What follows belongs to an exercise in optimizing a design on an open flow for small area, a short achievable clock period and few clock cycles; a production flow would make more cautious choices. The RTL was checked by simulation tests, not by an equivalence proof against the original design.

### design/flow/config.mk
export PLATFORM = sky130hd
export DESIGN_NAME = fft_r2c
export DESIGN_NICKNAME = fft_r2c
export VERILOG_FILES = /design/flow/design.v
export SDC_FILE = /design/flow/constraint.sdc
export NUM_CORES = 8
export LEC_CHECK = 0
export CAP_MARGIN = 20
export CORE_MARGIN = 2
export CORE_UTILIZATION = 25
export PLACE_DENSITY = 0.4
export SLEW_MARGIN = 20
export SYNTH_MEMORY_MAX_BITS = 32768
### design/flow/constraint.sdc
create_clock -name core_clock -period 30.0 [get_ports {clk}]
set_input_delay 6.0000 -clock core_clock [delete_from_list [all_inputs] [get_ports {clk}]]
set_output_delay 6.0000 -clock core_clock [all_outputs]
set_load 0.01 [all_outputs]
### design/flow/design.v
module fp64_add (
    input  wire [63:0] a,
    input  wire [63:0] b,
    input  wire        sub,
    output reg  [63:0] y
);
    localparam [63:0] QNAN = 64'h7FF8_0000_0000_0000;
    wire        sa = a[63];
    wire        sb = b[63] ^ sub;
    wire [10:0] ea = a[62:52];
    wire [10:0] eb = b[62:52];
    wire [51:0] fa = a[51:0];
    wire [51:0] fb = b[51:0];
    wire a_nan = (ea == 11'h7FF) && (fa != 0);
    wire b_nan = (eb == 11'h7FF) && (fb != 0);
    wire a_inf = (ea == 11'h7FF) && (fa == 0);
    wire b_inf = (eb == 11'h7FF) && (fb == 0);
    wire [52:0] ma = {ea != 0, fa};
    wire [52:0] mb = {eb != 0, fb};
    wire [10:0] xa = (ea == 0) ? 11'd1 : ea;
    wire [10:0] xb = (eb == 0) ? 11'd1 : eb;
    wire        a_big = {xa, ma} >= {xb, mb};
    wire        s_big = a_big ? sa : sb;
    wire        s_sml = a_big ? sb : sa;
    wire [10:0] x_big = a_big ? xa : xb;
    wire [10:0] x_sml = a_big ? xb : xa;
    wire [52:0] m_big = a_big ? ma : mb;
    wire [52:0] m_sml = a_big ? mb : ma;
    wire [10:0] d     = x_big - x_sml;
    wire [5:0]  dsh   = (d > 11'd60) ? 6'd60 : d[5:0];
    wire [119:0] wide = {m_sml, 3'b000, 64'd0} >> dsh;
    wire [55:0] al_sml = {wide[119:65], wide[64] | (wide[63:0] != 0)};
    wire [55:0] al_big = {m_big, 3'b000};
    wire        eff_sub = s_big ^ s_sml;
    wire [56:0] sum     = eff_sub ? ({1'b0, al_big} - {1'b0, al_sml})
                                  : ({1'b0, al_big} + {1'b0, al_sml});
    reg  [6:0]  lz;
    integer     i;
    always @(*) begin
        lz = 7'd56;
        for (i = 0; i < 56; i = i + 1)
            if (sum[i]) lz = 7'd55 - i[6:0];
    end
    reg  [55:0] nrm;
    reg  [11:0] ex;
    reg  [6:0]  sh;
    reg  [53:0] mr;
    reg         rnd_up;
    reg  [11:0] ex_r;
    always @(*) begin
        sh = 7'd0;
        if (sum[56]) begin
            nrm = {sum[56:2], sum[1] | sum[0]};
            ex  = {1'b0, x_big} + 12'd1;
        end else begin
            if ({5'd0, lz} > {1'b0, x_big} - 12'd1)
                sh = x_big[6:0] - 7'd1;      
            else
                sh = lz;
            nrm = sum[55:0] << sh;
            ex  = {1'b0, x_big} - {5'd0, sh};
        end
        rnd_up = nrm[2] & (nrm[1] | nrm[0] | nrm[3]);
        mr     = {1'b0, nrm[55:3]} + {53'd0, rnd_up};
        ex_r   = mr[53] ? ex + 12'd1 : ex;
        if (a_nan || b_nan || (a_inf && b_inf && (sa != sb)))
            y = QNAN;
        else if (a_inf)
            y = {sa, 11'h7FF, 52'd0};
        else if (b_inf)
            y = {sb, 11'h7FF, 52'd0};
        else if (sum == 57'd0)
            y = {sa & sb, 63'd0};           
        else if (ex_r >= 12'd2047)
            y = {s_big, 11'h7FF, 52'd0};
        else if (mr[53])
            y = {s_big, ex_r[10:0], 52'd0};
        else
            y = {s_big, mr[52] ? ex_r[10:0] : 11'd0, mr[51:0]};
    end
endmodule
module fp64_mul (
    input  wire [63:0] a,
    input  wire [63:0] b,
    output reg  [63:0] y
);
    localparam [63:0] QNAN = 64'h7FF8_0000_0000_0000;
    wire        sy = a[63] ^ b[63];
    wire [10:0] ea = a[62:52];
    wire [10:0] eb = b[62:52];
    wire [51:0] fa = a[51:0];
    wire [51:0] fb = b[51:0];
    wire a_nan  = (ea == 11'h7FF) && (fa != 0);
    wire b_nan  = (eb == 11'h7FF) && (fb != 0);
    wire a_inf  = (ea == 11'h7FF) && (fa == 0);
    wire b_inf  = (eb == 11'h7FF) && (fb == 0);
    wire a_zero = (ea == 0) && (fa == 0);
    wire b_zero = (eb == 0) && (fb == 0);
    wire [52:0] ma = {ea != 0, fa};
    wire [52:0] mb = {eb != 0, fb};
    wire [10:0] xa = (ea == 0) ? 11'd1 : ea;
    wire [10:0] xb = (eb == 0) ? 11'd1 : eb;
    wire [105:0] prod = ma * mb;
    reg  [6:0]  lz;
    integer     i;
    always @(*) begin
        lz = 7'd106;
        for (i = 0; i < 106; i = i + 1)
            if (prod[i]) lz = 7'd105 - i[6:0];
    end
    wire signed [13:0] ex0 = $signed({3'b000, xa}) + $signed({3'b000, xb})
                           - 14'sd1022 - $signed({7'd0, lz});
    reg  [105:0] nrm;
    reg  [105:0] den;
    reg  [13:0]  dsh;
    reg          stk;
    reg  [13:0]  ex;
    reg          rnd_up;
    reg  [53:0]  mr;
    reg  [13:0]  ex_r;
    always @(*) begin
        nrm = prod << lz;
        if (ex0 < 14'sd1) begin
            dsh = 14'sd1 - ex0;
            if (dsh > 14'd107) dsh = 14'd107;
            den = nrm >> dsh[6:0];
            stk = (nrm & ~({106{1'b1}} << dsh[6:0])) != 0;
            ex  = 14'd1;
        end else begin
            dsh = 14'd0;
            den = nrm;
            stk = 1'b0;
            ex  = ex0;
        end
        rnd_up = den[52] & ((den[51:0] != 0) | stk | den[53]);
        mr     = {1'b0, den[105:53]} + {53'd0, rnd_up};
        ex_r   = mr[53] ? ex + 14'd1 : ex;
        if (a_nan || b_nan || (a_inf && b_zero) || (b_inf && a_zero))
            y = QNAN;
        else if (a_inf || b_inf)
            y = {sy, 11'h7FF, 52'd0};
        else if (a_zero || b_zero)
            y = {sy, 63'd0};
        else if ($signed(ex_r) >= 14'sd2047)
            y = {sy, 11'h7FF, 52'd0};
        else if (mr[53])
            y = {sy, ex_r[10:0], 52'd0};
        else
            y = {sy, mr[52] ? ex_r[10:0] : 11'd0, mr[51:0]};
    end
endmodule
module fft_tw_rom (
    input  wire [7:0]  idx,
    output reg  [63:0] val
);
    always @(*) begin
        case (idx)
            8'd0: val = 64'h0000000000000000;
            8'd1: val = 64'h3f992155f7a3667e;
            8'd2: val = 64'h3fa91f65f10dd814;
            8'd3: val = 64'h3fb2d52092ce19f6;
            8'd4: val = 64'h3fb917a6bc29b42c;
            8'd5: val = 64'h3fbf564e56a9730e;
            8'd6: val = 64'h3fc2c8106e8e613a;
            8'd7: val = 64'h3fc5e214448b3fc6;
            8'd8: val = 64'h3fc8f8b83c69a60a;
            8'd9: val = 64'h3fcc0b826a7e4f63;
            8'd10: val = 64'h3fcf19f97b215f1a;
            8'd11: val = 64'h3fd111d262b1f677;
            8'd12: val = 64'h3fd294062ed59f05;
            8'd13: val = 64'h3fd4135c94176602;
            8'd14: val = 64'h3fd58f9a75ab1fdd;
            8'd15: val = 64'h3fd7088530fa459e;
            8'd16: val = 64'h3fd87de2a6aea963;
            8'd17: val = 64'h3fd9ef7943a8ed8a;
            8'd18: val = 64'h3fdb5d1009e15cc0;
            8'd19: val = 64'h3fdcc66e9931c45d;
            8'd20: val = 64'h3fde2b5d3806f63b;
            8'd21: val = 64'h3fdf8ba4dbf89aba;
            8'd22: val = 64'h3fe073879922ffed;
            8'd23: val = 64'h3fe11eb3541b4b22;
            8'd24: val = 64'h3fe1c73b39ae68c8;
            8'd25: val = 64'h3fe26d054cdd12df;
            8'd26: val = 64'h3fe30ff7fce17035;
            8'd27: val = 64'h3fe3affa292050b9;
            8'd28: val = 64'h3fe44cf325091dd6;
            8'd29: val = 64'h3fe4e6cabbe3e5e9;
            8'd30: val = 64'h3fe57d69348cec9f;
            8'd31: val = 64'h3fe610b7551d2cde;
            8'd32: val = 64'h3fe6a09e667f3bcc;
            8'd33: val = 64'h3fe72d0837efff96;
            8'd34: val = 64'h3fe7b5df226aafaf;
            8'd35: val = 64'h3fe83b0e0bff976d;
            8'd36: val = 64'h3fe8bc806b151741;
            8'd37: val = 64'h3fe93a22499263fb;
            8'd38: val = 64'h3fe9b3e047f38740;
            8'd39: val = 64'h3fea29a7a0462782;
            8'd40: val = 64'h3fea9b66290ea1a3;
            8'd41: val = 64'h3feb090a581501ff;
            8'd42: val = 64'h3feb728345196e3e;
            8'd43: val = 64'h3febd7c0ac6f9529;
            8'd44: val = 64'h3fec38b2f180bdb0;
            8'd45: val = 64'h3fec954b213411f5;
            8'd46: val = 64'h3feced7af43cc773;
            8'd47: val = 64'h3fed4134d14dc93a;
            8'd48: val = 64'h3fed906bcf328d46;
            8'd49: val = 64'h3feddb13b6ccc23c;
            8'd50: val = 64'h3fee212104f686e5;
            8'd51: val = 64'h3fee6288ec48e112;
            8'd52: val = 64'h3fee9f4156c62ddb;
            8'd53: val = 64'h3feed740e7684963;
            8'd54: val = 64'h3fef0a7efb9230d7;
            8'd55: val = 64'h3fef38f3ac64e589;
            8'd56: val = 64'h3fef6297cff75cb0;
            8'd57: val = 64'h3fef8764fa714ba9;
            8'd58: val = 64'h3fefa7557f08a517;
            8'd59: val = 64'h3fefc26470e19fd3;
            8'd60: val = 64'h3fefd88da3d12525;
            8'd61: val = 64'h3fefe9cdad01883a;
            8'd62: val = 64'h3feff621e3796d7e;
            8'd63: val = 64'h3feffd886084cd0d;
            8'd64: val = 64'h3ff0000000000000;
            8'd65: val = 64'h3feffd886084cd0d;
            8'd66: val = 64'h3feff621e3796d7e;
            8'd67: val = 64'h3fefe9cdad01883a;
            8'd68: val = 64'h3fefd88da3d12526;
            8'd69: val = 64'h3fefc26470e19fd3;
            8'd70: val = 64'h3fefa7557f08a517;
            8'd71: val = 64'h3fef8764fa714ba9;
            8'd72: val = 64'h3fef6297cff75cb0;
            8'd73: val = 64'h3fef38f3ac64e589;
            8'd74: val = 64'h3fef0a7efb9230d7;
            8'd75: val = 64'h3feed740e7684963;
            8'd76: val = 64'h3fee9f4156c62ddb;
            8'd77: val = 64'h3fee6288ec48e112;
            8'd78: val = 64'h3fee212104f686e5;
            8'd79: val = 64'h3feddb13b6ccc23c;
            8'd80: val = 64'h3fed906bcf328d46;
            8'd81: val = 64'h3fed4134d14dc93a;
            8'd82: val = 64'h3feced7af43cc774;
            8'd83: val = 64'h3fec954b213411f4;
            8'd84: val = 64'h3fec38b2f180bdb1;
            8'd85: val = 64'h3febd7c0ac6f952a;
            8'd86: val = 64'h3feb728345196e3e;
            8'd87: val = 64'h3feb090a58150201;
            8'd88: val = 64'h3fea9b66290ea1a5;
            8'd89: val = 64'h3fea29a7a0462782;
            8'd90: val = 64'h3fe9b3e047f38741;
            8'd91: val = 64'h3fe93a22499263fc;
            8'd92: val = 64'h3fe8bc806b151742;
            8'd93: val = 64'h3fe83b0e0bff976f;
            8'd94: val = 64'h3fe7b5df226aafae;
            8'd95: val = 64'h3fe72d0837efff96;
            8'd96: val = 64'h3fe6a09e667f3bcd;
            8'd97: val = 64'h3fe610b7551d2ce0;
            8'd98: val = 64'h3fe57d69348ceca1;
            8'd99: val = 64'h3fe4e6cabbe3e5e8;
            8'd100: val = 64'h3fe44cf325091dd6;
            8'd101: val = 64'h3fe3affa292050ba;
            8'd102: val = 64'h3fe30ff7fce17036;
            8'd103: val = 64'h3fe26d054cdd12e0;
            8'd104: val = 64'h3fe1c73b39ae68c8;
            8'd105: val = 64'h3fe11eb3541b4b22;
            8'd106: val = 64'h3fe073879922ffee;
            8'd107: val = 64'h3fdf8ba4dbf89abc;
            8'd108: val = 64'h3fde2b5d3806f63f;
            8'd109: val = 64'h3fdcc66e9931c463;
            8'd110: val = 64'h3fdb5d1009e15cbf;
            8'd111: val = 64'h3fd9ef7943a8ed8b;
            8'd112: val = 64'h3fd87de2a6aea965;
            8'd113: val = 64'h3fd7088530fa45a2;
            8'd114: val = 64'h3fd58f9a75ab1fe2;
            8'd115: val = 64'h3fd4135c94176600;
            8'd116: val = 64'h3fd294062ed59f06;
            8'd117: val = 64'h3fd111d262b1f679;
            8'd118: val = 64'h3fcf19f97b215f21;
            8'd119: val = 64'h3fcc0b826a7e4f6c;
            8'd120: val = 64'h3fc8f8b83c69a617;
            8'd121: val = 64'h3fc5e214448b3fc6;
            8'd122: val = 64'h3fc2c8106e8e613c;
            8'd123: val = 64'h3fbf564e56a97319;
            8'd124: val = 64'h3fb917a6bc29b43c;
            8'd125: val = 64'h3fb2d52092ce1a0c;
            8'd126: val = 64'h3fa91f65f10dd80d;
            8'd127: val = 64'h3f992155f7a36689;
            8'd128: val = 64'h0000000000000000;
            8'd129: val = 64'hbf992155f7a36642;
            8'd130: val = 64'hbfa91f65f10dd7ea;
            8'd131: val = 64'hbfb2d52092ce19fb;
            8'd132: val = 64'hbfb917a6bc29b42b;
            8'd133: val = 64'hbfbf564e56a97307;
            8'd134: val = 64'hbfc2c8106e8e6134;
            8'd135: val = 64'hbfc5e214448b3fbd;
            8'd136: val = 64'hbfc8f8b83c69a60e;
            8'd137: val = 64'hbfcc0b826a7e4f63;
            8'd138: val = 64'hbfcf19f97b215f18;
            8'd139: val = 64'hbfd111d262b1f675;
            8'd140: val = 64'hbfd294062ed59f01;
            8'd141: val = 64'hbfd4135c941765fc;
            8'd142: val = 64'hbfd58f9a75ab1fde;
            8'd143: val = 64'hbfd7088530fa459e;
            8'd144: val = 64'hbfd87de2a6aea961;
            8'd145: val = 64'hbfd9ef7943a8ed87;
            8'd146: val = 64'hbfdb5d1009e15cbb;
            8'd147: val = 64'hbfdcc66e9931c45f;
            8'd148: val = 64'hbfde2b5d3806f63b;
            8'd149: val = 64'hbfdf8ba4dbf89ab8;
            8'd150: val = 64'hbfe073879922ffec;
            8'd151: val = 64'hbfe11eb3541b4b20;
            8'd152: val = 64'hbfe1c73b39ae68c6;
            8'd153: val = 64'hbfe26d054cdd12df;
            8'd154: val = 64'hbfe30ff7fce17034;
            8'd155: val = 64'hbfe3affa292050b8;
            8'd156: val = 64'hbfe44cf325091dd4;
            8'd157: val = 64'hbfe4e6cabbe3e5e7;
            8'd158: val = 64'hbfe57d69348ceca0;
            8'd159: val = 64'hbfe610b7551d2cde;
            8'd160: val = 64'hbfe6a09e667f3bcc;
            8'd161: val = 64'hbfe72d0837efff95;
            8'd162: val = 64'hbfe7b5df226aafad;
            8'd163: val = 64'hbfe83b0e0bff976b;
            8'd164: val = 64'hbfe8bc806b15173e;
            8'd165: val = 64'hbfe93a22499263f8;
            8'd166: val = 64'hbfe9b3e047f38742;
            8'd167: val = 64'hbfea29a7a0462783;
            8'd168: val = 64'hbfea9b66290ea1a3;
            8'd169: val = 64'hbfeb090a581501ff;
            8'd170: val = 64'hbfeb728345196e3d;
            8'd171: val = 64'hbfebd7c0ac6f9529;
            8'd172: val = 64'hbfec38b2f180bdb0;
            8'd173: val = 64'hbfec954b213411f4;
            8'd174: val = 64'hbfeced7af43cc771;
            8'd175: val = 64'hbfed4134d14dc938;
            8'd176: val = 64'hbfed906bcf328d44;
            8'd177: val = 64'hbfeddb13b6ccc23d;
            8'd178: val = 64'hbfee212104f686e5;
            8'd179: val = 64'hbfee6288ec48e112;
            8'd180: val = 64'hbfee9f4156c62dda;
            8'd181: val = 64'hbfeed740e7684963;
            8'd182: val = 64'hbfef0a7efb9230d7;
            8'd183: val = 64'hbfef38f3ac64e588;
            8'd184: val = 64'hbfef6297cff75caf;
            8'd185: val = 64'hbfef8764fa714ba8;
            8'd186: val = 64'hbfefa7557f08a516;
            8'd187: val = 64'hbfefc26470e19fd4;
            8'd188: val = 64'hbfefd88da3d12526;
            8'd189: val = 64'hbfefe9cdad01883a;
            8'd190: val = 64'hbfeff621e3796d7e;
            8'd191: val = 64'hbfeffd886084cd0d;
            8'd192: val = 64'hbff0000000000000;
            default: val = 64'h0000000000000000;
        endcase
    end
endmodule
module fft_r2c (
    input  wire        clk,
    input  wire        rst,
    input  wire        start,
    input  wire [2:0]  lg,
    input  wire [9:0]  x_base,
    input  wire [9:0]  y_base,
    output reg         done,
    output reg         mem_req,
    output reg         mem_we,
    output reg  [9:0]  mem_addr,
    output reg  [63:0] mem_wdata,
    input  wire        mem_gnt,
    input  wire [63:0] mem_rdata
);
    localparam [4:0] S_IDLE = 5'd0,
                     S_TWS  = 5'd1,    
                     S_TWC  = 5'd2,    
                     S_RD0  = 5'd3,    
                     S_RD1  = 5'd4,    
                     S_RD2  = 5'd5,    
                     S_RD3  = 5'd6,    
                     S_C0   = 5'd7,
                     S_C1   = 5'd8,
                     S_C2   = 5'd9,
                     S_C3   = 5'd10,
                     S_C4   = 5'd11,
                     S_C5   = 5'd12,
                     S_WR0  = 5'd13,   
                     S_WR1  = 5'd14,   
                     S_WR2  = 5'd15,   
                     S_WR3  = 5'd16,   
                     S_BCHK = 5'd17,   
                     S_BR0  = 5'd18,   
                     S_BR1  = 5'd19,   
                     S_BR2  = 5'd20,   
                     S_BR3  = 5'd21,   
                     S_BW0  = 5'd22,   
                     S_BW1  = 5'd23,   
                     S_BW2  = 5'd24,   
                     S_BW3  = 5'd25,   
                     S_BNXT = 5'd26;
    reg [4:0]  state;
    reg [3:0]  log2n;
    reg [8:0]  n;
    reg [9:0]  xb, yb;
    reg [7:0]  lmx;        
    reg [7:0]  j;          
    reg [8:0]  p;          
    reg [7:0]  tw_idx;     
    reg [7:0]  tw_step;    
    reg [7:0]  bi;         
    reg [63:0] ra, rb, rc, rd;         
    reg [63:0] t1, t2;
    reg [63:0] m1, m2, m3, m4;
    reg [63:0] tw_s, tw_c;
    reg        rd_pend;
    reg [1:0]  rd_dst;
    wire       last_stage = (lmx == 8'd1);
    wire [8:0] q = p + {1'b0, lmx};
    reg  [7:0] rev8;
    integer    k;
    always @(*)
        for (k = 0; k < 8; k = k + 1)
            rev8[k] = bi[7 - k];
    wire [7:0] br = rev8 >> (4'd8 - log2n);
    wire [7:0]  rom_idx = (state == S_TWC) ? tw_idx + 8'd64 : tw_idx;
    wire [63:0] rom_val;
    fft_tw_rom u_rom (.idx(rom_idx), .val(rom_val));
    reg  [63:0] add_a, add_b, mul_a, mul_b;
    reg         add_sub;
    wire [63:0] add_y, mul_y;
    fp64_add u_add (.a(add_a), .b(add_b), .sub(add_sub), .y(add_y));
    fp64_mul u_mul (.a(mul_a), .b(mul_b), .y(mul_y));
    always @(*) begin
        add_a = ra; add_b = rb; add_sub = 1'b0;
        mul_a = tw_c; mul_b = t1;
        case (state)
            S_C0: begin add_a = ra; add_b = rb; add_sub = 1'b1; end            
            S_C1: begin add_a = rc; add_b = rd; add_sub = 1'b1;                
                        mul_a = tw_c; mul_b = t1; end                          
            S_C2: begin add_a = ra; add_b = rb; add_sub = 1'b0;                
                        mul_a = tw_s; mul_b = t2; end                          
            S_C3: begin add_a = rc; add_b = rd; add_sub = 1'b0;                
                        mul_a = tw_c; mul_b = t2; end                          
            S_C4: begin add_a = m1; add_b = m2; add_sub = 1'b0;                
                        mul_a = tw_s; mul_b = t1; end                          
            S_C5: begin add_a = m3; add_b = m4; add_sub = 1'b1; end            
            default: ;
        endcase
    end
    always @(*) begin
        mem_req   = 1'b0;
        mem_we    = 1'b0;
        mem_addr  = 10'd0;
        mem_wdata = 64'd0;
        case (state)
            S_RD0: begin mem_req = 1'b1; mem_addr = xb + {1'b0, p}; end
            S_RD1: begin mem_req = 1'b1; mem_addr = xb + {1'b0, q}; end
            S_RD2: begin mem_req = 1'b1; mem_addr = yb + {1'b0, p}; end
            S_RD3: begin mem_req = 1'b1; mem_addr = yb + {1'b0, q}; end
            S_WR0: begin mem_req = 1'b1; mem_we = 1'b1; mem_addr = xb + {1'b0, p}; mem_wdata = ra; end
            S_WR1: begin mem_req = 1'b1; mem_we = 1'b1; mem_addr = xb + {1'b0, q}; mem_wdata = rb; end
            S_WR2: begin mem_req = 1'b1; mem_we = 1'b1; mem_addr = yb + {1'b0, p}; mem_wdata = rc; end
            S_WR3: begin mem_req = 1'b1; mem_we = 1'b1; mem_addr = yb + {1'b0, q}; mem_wdata = rd; end
            S_BR0: begin mem_req = 1'b1; mem_addr = xb + {2'b0, bi}; end
            S_BR1: begin mem_req = 1'b1; mem_addr = xb + {2'b0, br}; end
            S_BR2: begin mem_req = 1'b1; mem_addr = yb + {2'b0, bi}; end
            S_BR3: begin mem_req = 1'b1; mem_addr = yb + {2'b0, br}; end
            S_BW0: begin mem_req = 1'b1; mem_we = 1'b1; mem_addr = xb + {2'b0, bi}; mem_wdata = rb; end
            S_BW1: begin mem_req = 1'b1; mem_we = 1'b1; mem_addr = xb + {2'b0, br}; mem_wdata = ra; end
            S_BW2: begin mem_req = 1'b1; mem_we = 1'b1; mem_addr = yb + {2'b0, bi}; mem_wdata = rd; end
            S_BW3: begin mem_req = 1'b1; mem_we = 1'b1; mem_addr = yb + {2'b0, br}; mem_wdata = rc; end
            default: ;
        endcase
    end
    wire granted = mem_req & mem_gnt;
    always @(posedge clk) begin
        if (rst) begin
            state   <= S_IDLE;
            done    <= 1'b0;
            rd_pend <= 1'b0;
        end else begin
            done    <= 1'b0;
            rd_pend <= granted & ~mem_we;
            if (rd_pend) begin
                case (rd_dst)
                    2'd0: ra <= mem_rdata;
                    2'd1: rb <= mem_rdata;
                    2'd2: rc <= mem_rdata;
                    2'd3: rd <= mem_rdata;
                endcase
            end
            case (state)
                S_IDLE: begin
                    if (start) begin
                        log2n   <= {1'b0, lg} + 4'd1;
                        n       <= 9'd2 << lg;
                        xb      <= x_base;
                        yb      <= y_base;
                        lmx     <= 8'd1 << lg;
                        j       <= 8'd0;
                        p       <= 9'd0;
                        tw_idx  <= 8'd0;
                        tw_step <= 8'd128 >> lg;
                        state   <= (lg == 3'd0) ? S_RD0 : S_TWS;
                    end
                end
                S_TWS: begin tw_s <= rom_val; state <= S_TWC; end
                S_TWC: begin tw_c <= rom_val; state <= S_RD0; end
                S_RD0: if (mem_gnt) begin rd_dst <= 2'd0; state <= S_RD1; end
                S_RD1: if (mem_gnt) begin rd_dst <= 2'd1; state <= S_RD2; end
                S_RD2: if (mem_gnt) begin rd_dst <= 2'd2; state <= S_RD3; end
                S_RD3: if (mem_gnt) begin rd_dst <= 2'd3; state <= S_C0;  end
                S_C0: begin t1 <= add_y; state <= S_C1; end
                S_C1: begin t2 <= add_y; m1 <= mul_y; state <= S_C2; end
                S_C2: begin ra <= add_y; m2 <= mul_y; state <= S_C3; end
                S_C3: begin
                    rc <= add_y;
                    m3 <= mul_y;
                    if (last_stage) begin
                        rb    <= t1;
                        rd    <= t2;
                        state <= S_WR0;
                    end else begin
                        state <= S_C4;
                    end
                end
                S_C4: begin rb <= add_y; m4 <= mul_y; state <= S_C5; end
                S_C5: begin rd <= add_y; state <= S_WR0; end
                S_WR0: if (mem_gnt) state <= S_WR1;
                S_WR1: if (mem_gnt) state <= S_WR2;
                S_WR2: if (mem_gnt) state <= S_WR3;
                S_WR3: if (mem_gnt) begin
                    if (p + {lmx, 1'b0} < n) begin
                        p     <= p + {lmx, 1'b0};
                        state <= S_RD0;
                    end else if (last_stage) begin
                        bi    <= 8'd0;
                        state <= S_BCHK;
                    end else if (j + 8'd1 < lmx) begin
                        j      <= j + 8'd1;
                        p      <= {1'b0, j + 8'd1};
                        tw_idx <= tw_idx + tw_step;
                        state  <= S_TWS;
                    end else begin
                        lmx     <= lmx >> 1;
                        j       <= 8'd0;
                        p       <= 9'd0;
                        tw_idx  <= 8'd0;
                        tw_step <= tw_step << 1;
                        state   <= (lmx == 8'd2) ? S_RD0 : S_TWS;
                    end
                end
                S_BCHK: state <= (bi < br) ? S_BR0 : S_BNXT;
                S_BR0: if (mem_gnt) begin rd_dst <= 2'd0; state <= S_BR1; end
                S_BR1: if (mem_gnt) begin rd_dst <= 2'd1; state <= S_BR2; end
                S_BR2: if (mem_gnt) begin rd_dst <= 2'd2; state <= S_BR3; end
                S_BR3: if (mem_gnt) begin rd_dst <= 2'd3; state <= S_BW0; end
                S_BW0: if (mem_gnt) state <= S_BW1;
                S_BW1: if (mem_gnt) state <= S_BW2;
                S_BW2: if (mem_gnt) state <= S_BW3;
                S_BW3: if (mem_gnt) state <= S_BNXT;
                S_BNXT: begin
                    if ({1'b0, bi} + 9'd2 >= n) begin
                        state <= S_IDLE;
                        done  <= 1'b1;
                    end else begin
                        bi    <= bi + 8'd1;
                        state <= S_BCHK;
                    end
                end
                default: state <= S_IDLE;
            endcase
        end
    end
endmodule
### design/flow/run.sh
#!/bin/bash
# synth_recipe.tcl (not shown) runs the flow's synth.tcl, then flattens the netlist and writes it again
# the make line also repeats each setting of config.mk as NAME=value (left out here)
make -C /OpenROAD-flow-scripts/flow DESIGN_CONFIG=/design/flow/config.mk WORK_HOME=/design/flow/orfs CLKGATE_MAP_FILE= SYNTH_SCRIPT=/design/flow/synth_recipe.tcl finish
==> flow_metrics.env <==
export IMPL_hp_class="register to register"
export IMPL_synth_edf_count=829
export IMPL_vias=192000
export IMPL_critPathLaunchType="register"
export IMPL_finalCritPeriodShare_pct=91.1
export IMPL_setup_viol_count_final=0
export IMPL_synth_seq_area_share_pct=13.3
export IMPL_syn_to_final_growth_pct=12.5
export IMPL_antenna_found_initial=103
export IMPL_critPathMaxFanout=79
export IMPL_async_flop_share_pct=0
export IMPL_fmax_mhz=36.6
export IMPL_reg2regPathDepth=72
export IMPL_vias_per_cell=5.77
export IMPL_drc=0
export IMPL_cts_root_buf="clkbuf_16"
export IMPL_layout_setup_ws_ns=2.67
export IMPL_finalWirelength_um=1160000
export IMPL_yosys_top_cells_area="fa_1 28%, edfxtp_1 13%, nor2_1 7.1%"
export IMPL_detail_route_wl_per_cell_um=34.7
export IMPL_cap_violations=0
export IMPL_met3WireLength_um=103000
export IMPL_worstPathRequired_ns=30.46
export IMPL_hold_viol=0
export IMPL_startpoint="state[3]$_SDFFE_PP0P_"
export IMPL_synth_nets=26900
export IMPL_cts_tree="built"
export IMPL_cp_common_cell="fa_1"
export IMPL_postSynthAreaPerCell_um2=8.08
export IMPL_synth_top_area_share_pct=27.8
export IMPL_max_slew_margin_pct=8.38
export IMPL_port_buffers=167
export IMPL_critPathCaptureType="register"
export IMPL_yosys_area_top_type="fa_1"
export IMPL_coreArea_um2=750000
export IMPL_clk_path_buf_depth=4
export IMPL_fin_hold_ws_ns=0.562
export IMPL_grt_max_degree=171
export IMPL_wl_met1_um=500000
export IMPL_num_rows=318
export IMPL_dieArea_um2=761000
export IMPL_fillers=81600
export IMPL_ioPinCount=168
export IMPL_drtAntennaViolNets=0
export IMPL_drt_iter0_markers=25200
export IMPL_synth_distinct_cells=138
export IMPL_final_min_clock_period_ns=27.33
export IMPL_min_path_cells=2
export IMPL_syn_inst=23300
export IMPL_critPathKind="register to register"
export IMPL_grt_pass1_vias=187000
export IMPL_overflow=0
export IMPL_min_delay_start="t1[50]$_DFFE_PP_"
export IMPL_highest_layer="met5"
export IMPL_slowest_stage="nor4b_1"
export IMPL_die_w_um=872
export IMPL_initial_core_util_pct=25.1
export IMPL_route_met2_wl_um=490000
export IMPL_cts_resized=0
export IMPL_clk_pin_slew_ns=0.07
export IMPL_tightest_slew_ns=1.34
export IMPL_die_h_um=872
export IMPL_status="timing/DRC/antenna clean"
export IMPL_syn_area_um2=188000
export IMPL_finalMaxSlewViolations=0
export IMPL_fin_worst_skew_ns=0.154
export IMPL_clock_latency_ns=0.93
export IMPL_rsz0062_at_grt="no"
export IMPL_h_tree_depth=3
export IMPL_r2r_start="state[3]$_SDFFE_PP0P_"
export IMPL_dpl_hpwl_um=925000
export IMPL_slowest_delay_ns=0.97
export IMPL_grtUsageTotal_pct=29.3
export IMPL_cp_data_arrival_time_ns=27.78
export IMPL_cts_buffers=107
export IMPL_firstDrtPassIters=12
export IMPL_ys_warn_count=4
export IMPL_cts_sinks=836
export IMPL_post_cts_setup_buffer_count=0
export IMPL_grt_pass1_wl_um=1590000
export IMPL_pre_cts_ws_ns=3.04
export IMPL_nets=26700
export IMPL_place_gp_congestion=1.03
export IMPL_ys_ff_latch=836
export IMPL_drive_gt1_share_pct=9.23
export IMPL_postCtsHoldBufs=0
export IMPL_multi_input_area_um2=149000
export IMPL_synthFlopType="edfxtp_1"
export IMPL_tns_ns=0
export IMPL_ff_latch_area_um2=25000
## cells by family (layout without fill, tap and decap cells)
group,count (synthesis),count (layout),synth area share (%)
flops,836,836,13.3
xor+xnor,402,402,1.88
simple gates,8117,8117,18.6
compound gates,5398,5398,19.7
mux,755,755,4.31
fa+ha+maj,3467,3467,33.4
buf+inv,4346,4296,8.81
other cells,0,71,0
## stage by stage
step,cells,utilization [%],area (um2)
final,33300,28.2,212000
after global routing,33200,28.2,212000
after CTS,33200,28.2,212000
after detailed placement,33000,27.7,208000
after global placement,33000,27.7,208000
after floorplan,23300,-,188000
## path summary, 6_finish.rpt
check	end	slack (ns)
setup / recovery	m2[51]$_DFFE_PP_	2.67
hold / removal	rb[50]$_DFFE_PN_	0.56
setup reg to reg	m2[51]$_DFFE_PP_	2.67
hold reg to reg	rb[50]$_DFFE_PN_	0.56
## cells in the final DEF (no fill, tap or decap), types with 118 or more instances in the layout
cell	count
a211oi_1	207
a21o_1	186
a21oi_1	1077
a221oi_1	147
a22oi_1	280
a31oi_1	162
buf_4	1135
clkdlybuf4s50_1	166
edfxtp_1	829
fa_1	2617
ha_1	846
inv_1	2724
mux2_2	202
mux2i_1	410
nand2_1	2486
nand2b_1	127
nand3_1	430
nand4_1	182
nor2_1	3539
nor3_1	395
nor4_1	131
o211ai_1	391
o21ai_0	948
o221ai_1	169
o22ai_1	254
o31ai_1	157
or3_1	118
xnor2_1	241
xor2_1	133
## synth_stat cells, types with 102 or more instances
master / n
xor2_1: 141
nand3_1: 433
and2_1: 103
o21ai_0: 979
xnor2_1: 259
mux2_2: 202
nand4_1: 182
o22ai_1: 266
a31oi_1: 165
buf_1: 205
nand2_1: 2495
and3_1: 102
o221ai_1: 169
o2111ai_1: 104
o21bai_1: 113
a211oi_1: 214
edfxtp_1: 829
mux2i_1: 524
nor3_1: 413
inv_1: 2727
fa_1: 2617
nor4_1: 148
a21o_1: 187
a221oi_1: 153
clkbuf_1: 1270
a22oi_1: 280
ha_1: 849
nor2_1: 3579
nand2b_1: 128
o211ai_1: 391
a21oi_1: 1095
or2_2: 102
o31ai_1: 161
or3_1: 118
## worst max-delay path, delay by kind of cell, from the launching register on
kind                     cells  cell delay [ns]
AND/OR/NAND/NOR             20             8.46
XOR/XNOR                     1             0.48
AO/OA/AOI/OAI               23             6.01
multiplexers                 3             1.61
flip-flops                   1             0.73
adder cells (fa/ha/maj)     13             6.09
buffers and inverters       12             3.14
## final cells by class
class                      instances  share of cell area (%)
multi-input combinational      18100                    70.4
timing repair buffer            1359                    5.32
sequential                       836                    11.8
antenna                           71                  0.0838
inverter                        2743                    4.86
clock buffer                     117                    1.28
clock inverter                    77                   0.346
tap                             9920                    5.86
## metal layers
| layer | up-vias | GRT usage, % |
|---|---|---|
| met5 | - | 0 |
| met4 | 38 | 12.9 |
| met3 | 2025 | 5.89 |
| met2 | 10400 | 43.9 |
| met1 | 99500 | 40.9 |
| li1 | 79900 | - |
## flip-flops by register name (all words and copies together), names as in the netlist, 64 cells and up
| signal | flops |
|---|---|
| t2 | 64 |
| m2 | 64 |
| ra | 64 |
| t1 | 64 |
| m4 | 64 |
| m3 | 64 |
| m1 | 64 |
| rd | 64 |
| rb | 64 |
| rc | 64 |
Testbench counts, summed over its fixed seeds: cycles 502,008.

==> static timing again, ports no longer ideal <==
No port has a modelled driver above. Below, the same layout with a new extraction and two added sets of constraints. Step 1 assumes that a clkbuf_16 drives the clock port and a buf_2 every other input. Step 2 adds t to the input delays and takes it off the output delays; t is the mean of the earliest and latest rising clock arrival at the registers after step 1. Input paths then give back, and output paths get back, about the clock's delay inside the block. Slacks: no drivers / after step 1 / after step 2; pairs: no drivers / after step 1.
t (ns): 0.963
setup WS [ns]: 2.674 / 2.674 / 2.674
worst hold slack (ns): 0.562 / 0.562 / 0.562
worst register clock-pin slew, ns: 0.07 / 0.07
worst data-port slew with drivers (ns): 0.27
After both steps setup and hold are still met in this run. The setup slack of this run moves by 0.000 ns with the drivers and by 0.000 ns with both steps.
